What follows belongs to an exercise in optimizing a design on an open flow for small area, a short achievable clock period and few clock cycles per item; a production flow would make more cautious choices.
RTL that was checked went through simulation tests only; none was proved equivalent to the original.
Power figures rest on the tool's default switching activity, not on a simulated workload.

main:
==> module wib_expander, before the edit <==
module wib_expander (
    input  wire        clk,
    input  wire        rst,         
    input  wire        in_valid,
    output wire        in_ready,
    input  wire [63:0] in_data,
    output wire        out_valid,
    input  wire        out_ready,
    output wire [63:0] out_data,
    output wire        out_last     
);
    reg  [3:0]  ph;         
    reg         hdr;        
    reg  [1:0]  hcnt;       
    reg  [2:0]  grp;        
    reg  [15:0] x, y, z;    
    wire [15:0] c0 = in_data[15:0];
    wire [15:0] c1 = in_data[31:16];
    wire [15:0] c2 = in_data[47:32];
    wire [15:0] c3 = in_data[63:48];
    assign out_valid = ph[3] | (in_valid & ~hdr);
    assign in_ready  = hdr | (out_ready & ~ph[3]);
    assign out_last  = ph[3] & (grp == 3'd0);
    wire [15:0] s0 = ({16{ph[0]}} & c0) | ({16{ph[1]}} & x)  | ({16{ph[2]}} & y)  | ({16{ph[3]}} & z);
    wire [15:0] s1 = ({16{ph[0]}} & c1) | ({16{ph[1]}} & c0) | ({16{ph[2]}} & x)  | ({16{ph[3]}} & y);
    wire [15:0] s2 = ({16{ph[0]}} & c2) | ({16{ph[1]}} & c1) | ({16{ph[2]}} & c0) | ({16{ph[3]}} & x);
    wire [47:0] d = {s2, s1, s0};
    assign out_data = {4'h0, d[47:36], 4'h0, d[35:24], 4'h0, d[23:12], 4'h0, d[11:0]};
    wire out_fire = out_valid & out_ready;
    wire din_fire = in_valid & ~hdr & out_ready & ~ph[3];
    always @(posedge clk) begin
        if (in_valid & out_ready & ~ph[3]) begin
            x <= c3;
            y <= c2;
            z <= c1;
        end
    end
    always @(posedge clk) begin
        if (rst) begin
            ph   <= 4'b0001;
            hdr  <= 1'b1;
            hcnt <= 2'd3;
            grp  <= 3'd0;
        end else begin
            if (out_fire)
                ph <= {ph[2:0], ph[3]};
            if (hdr) begin
                if (in_valid) begin
                    hcnt <= hcnt - 2'd1;
                    if (hcnt == 2'd0)
                        hdr <= 1'b0;
                end
            end else if (din_fire & ph[2]) begin
                grp <= grp + 3'd1;
                if (grp[1:0] == 2'd3) begin
                    hdr  <= 1'b1;
                    hcnt <= grp[2] ? 2'd3 : 2'd1;
                end
            end
        end
    end
endmodule
clock: 4.0 ns
lec_check: 0
cap_margin: 20
core_margin: 2
core_utilization: 40
setup_slack_margin: 1.7
slew_margin: 20
standard.sh (not shown) runs the stock make flow with config.mk's settings and CLKGATE_MAP_FILE= SYNTH_SCRIPT=/design/flow/synth_recipe.tcl, a recipe that flattens the netlist after the stock synthesis.
==> flow/flow/run.sh <==
#!/bin/bash
# Standard layout, with the port buffers that buffer_ports inserts made of
# sky130_fd_sc_hd__buf_1 instead of the cell it picks by default, and the
# constant outputs left on the one tie cell that synthesis gives them.
set -euo pipefail
export BUFFER_PORTS_ARGS="-buffer_cell sky130_fd_sc_hd__buf_1"
export SKIP_REPAIR_TIE_FANOUT=1
bash standard.sh > standard.log 2>&1
Setup changes, main to the feature branch
==> flow/design.v <==
module wib_expander (
    input  wire        clk,
    input  wire        rst,         
    input  wire        in_valid,
    output wire        in_ready,
    input  wire [63:0] in_data,
    output wire        out_valid,
    input  wire        out_ready,
    output wire [63:0] out_data,
    output wire        out_last     
);
    reg  [3:0]  ph;         
    reg         hdr;        
    reg  [1:0]  hcnt;       
    reg  [2:0]  grp;        
    reg  [15:0] x, y;       
    wire [15:0] c0 = in_data[15:0];
    wire [15:0] c1 = in_data[31:16];
    wire [15:0] c2 = in_data[47:32];
    wire [15:0] c3 = in_data[63:48];
    assign out_valid = in_valid & ~hdr;
    assign in_ready  = hdr | (out_ready & ~ph[2]);
    assign out_last  = ph[3] & (grp == 3'd7);
    wire [15:0] s0 = ({16{ph[0]}} & c0) | ({16{ph[1]}} & x)  | ({16{ph[2]}} & y)  | ({16{ph[3]}} & c1);
    wire [15:0] s1 = ({16{ph[0]}} & c1) | ({16{ph[1]}} & c0) | ({16{ph[2]}} & x)  | ({16{ph[3]}} & c2);
    wire [15:0] s2 = ({16{ph[0]}} & c2) | ({16{ph[1]}} & c1) | ({16{ph[2]}} & c0) | ({16{ph[3]}} & c3);
    wire [47:0] d = {s2, s1, s0};
    assign out_data = {4'h0, d[47:36], 4'h0, d[35:24], 4'h0, d[23:12], 4'h0, d[11:0]};
    wire out_fire = in_valid & ~hdr & out_ready;
    always @(posedge clk) begin
        if (in_valid & out_ready) begin
            x <= c3;
            y <= c2;
        end
    end
    always @(posedge clk) begin
        if (rst) begin
            ph   <= 4'b0001;
            hdr  <= 1'b1;
            hcnt <= 2'd3;
            grp  <= 3'd0;
        end else begin
            if (hdr) begin
                if (in_valid) begin
                    hcnt <= hcnt - 2'd1;
                    if (hcnt == 2'd0)
                        hdr <= 1'b0;
                end
            end else if (out_fire) begin
                ph <= {ph[2:0], ph[3]};
                if (ph[3]) begin
                    grp <= grp + 3'd1;
                    if (grp[1:0] == 2'd3) begin
                        hdr  <= 1'b1;
                        hcnt <= grp[2] ? 2'd3 : 2'd1;
                    end
                end
            end
        end
    end
endmodule
### Flow results
- | register-to-register slack | the feature branch vs main | better |
- Delta (the feature branch minus main): static leakage lost 0.18 nW, first-pass GRT wire length went down by 9.8%, arithmetic-cell share of the synthesized area counting full adders, half adders and majority gates moved up.
- NOTE: detailed-router iteration count before antenna repair in the feature branch falls short of that of main
- Summary of the feature branch over main: longest individual stage delay on the worst path increased 0.26 ns, number of standard cells after synthesis decreased 14, length of routed met3 wiring decreased 4.7%, data arrival time at the worst-slack endpoint decreased 0.10 ns, wire length decreased 9.6%.
- Maximum achievable frequency ended up 4.3% higher on the feature branch than on main.
- On total power: the feature branch sits below main.
- The feature branch vs main, number of vias per cell after detailed routing went up by 2.6%.
Testbench counts of the feature branch, summed over its fixed seeds: cycles 19,456, frames 512.
Only the layout flow was run in main; the RTL was not checked for function there.

==> port drivers added, routing unchanged <==
In the flow no input, the clock included, has a driving cell. The finished layouts below were timed again as built, in two steps. Step 1 sets driving cells, clkbuf_16 on the clock port and buf_2 on the other inputs (assumed; they add their load-dependent delay and slew). Step 2 moves the port delays by t, midway between the first and last clock arrival at a register: inputs arrive t later, outputs are due t later. That takes back most of the time a late clock gives input paths. Slacks: ideal / step 1 / step 2; pairs: ideal / step 1.
| run | t, ns | setup WS [ns] | worst setup path after step 2 | latest minus earliest clock arrival (ns) | worst slew at a driven data input, ns |
|---|---|---|---|---|---|
| main | 0.349 | 1.744 / 1.726 / 1.632 | input to register | 0.008 / 0.007 | 0.06 |
| the feature branch | 0.319 | 1.838 / 1.809 / 1.812 | input to output | 0.007 / 0.007 | 0.05 |
After both steps every run listed still meets setup and hold. The setup slack of main, which loses most, moves by -0.018 ns with the drivers and by -0.112 ns with both steps.
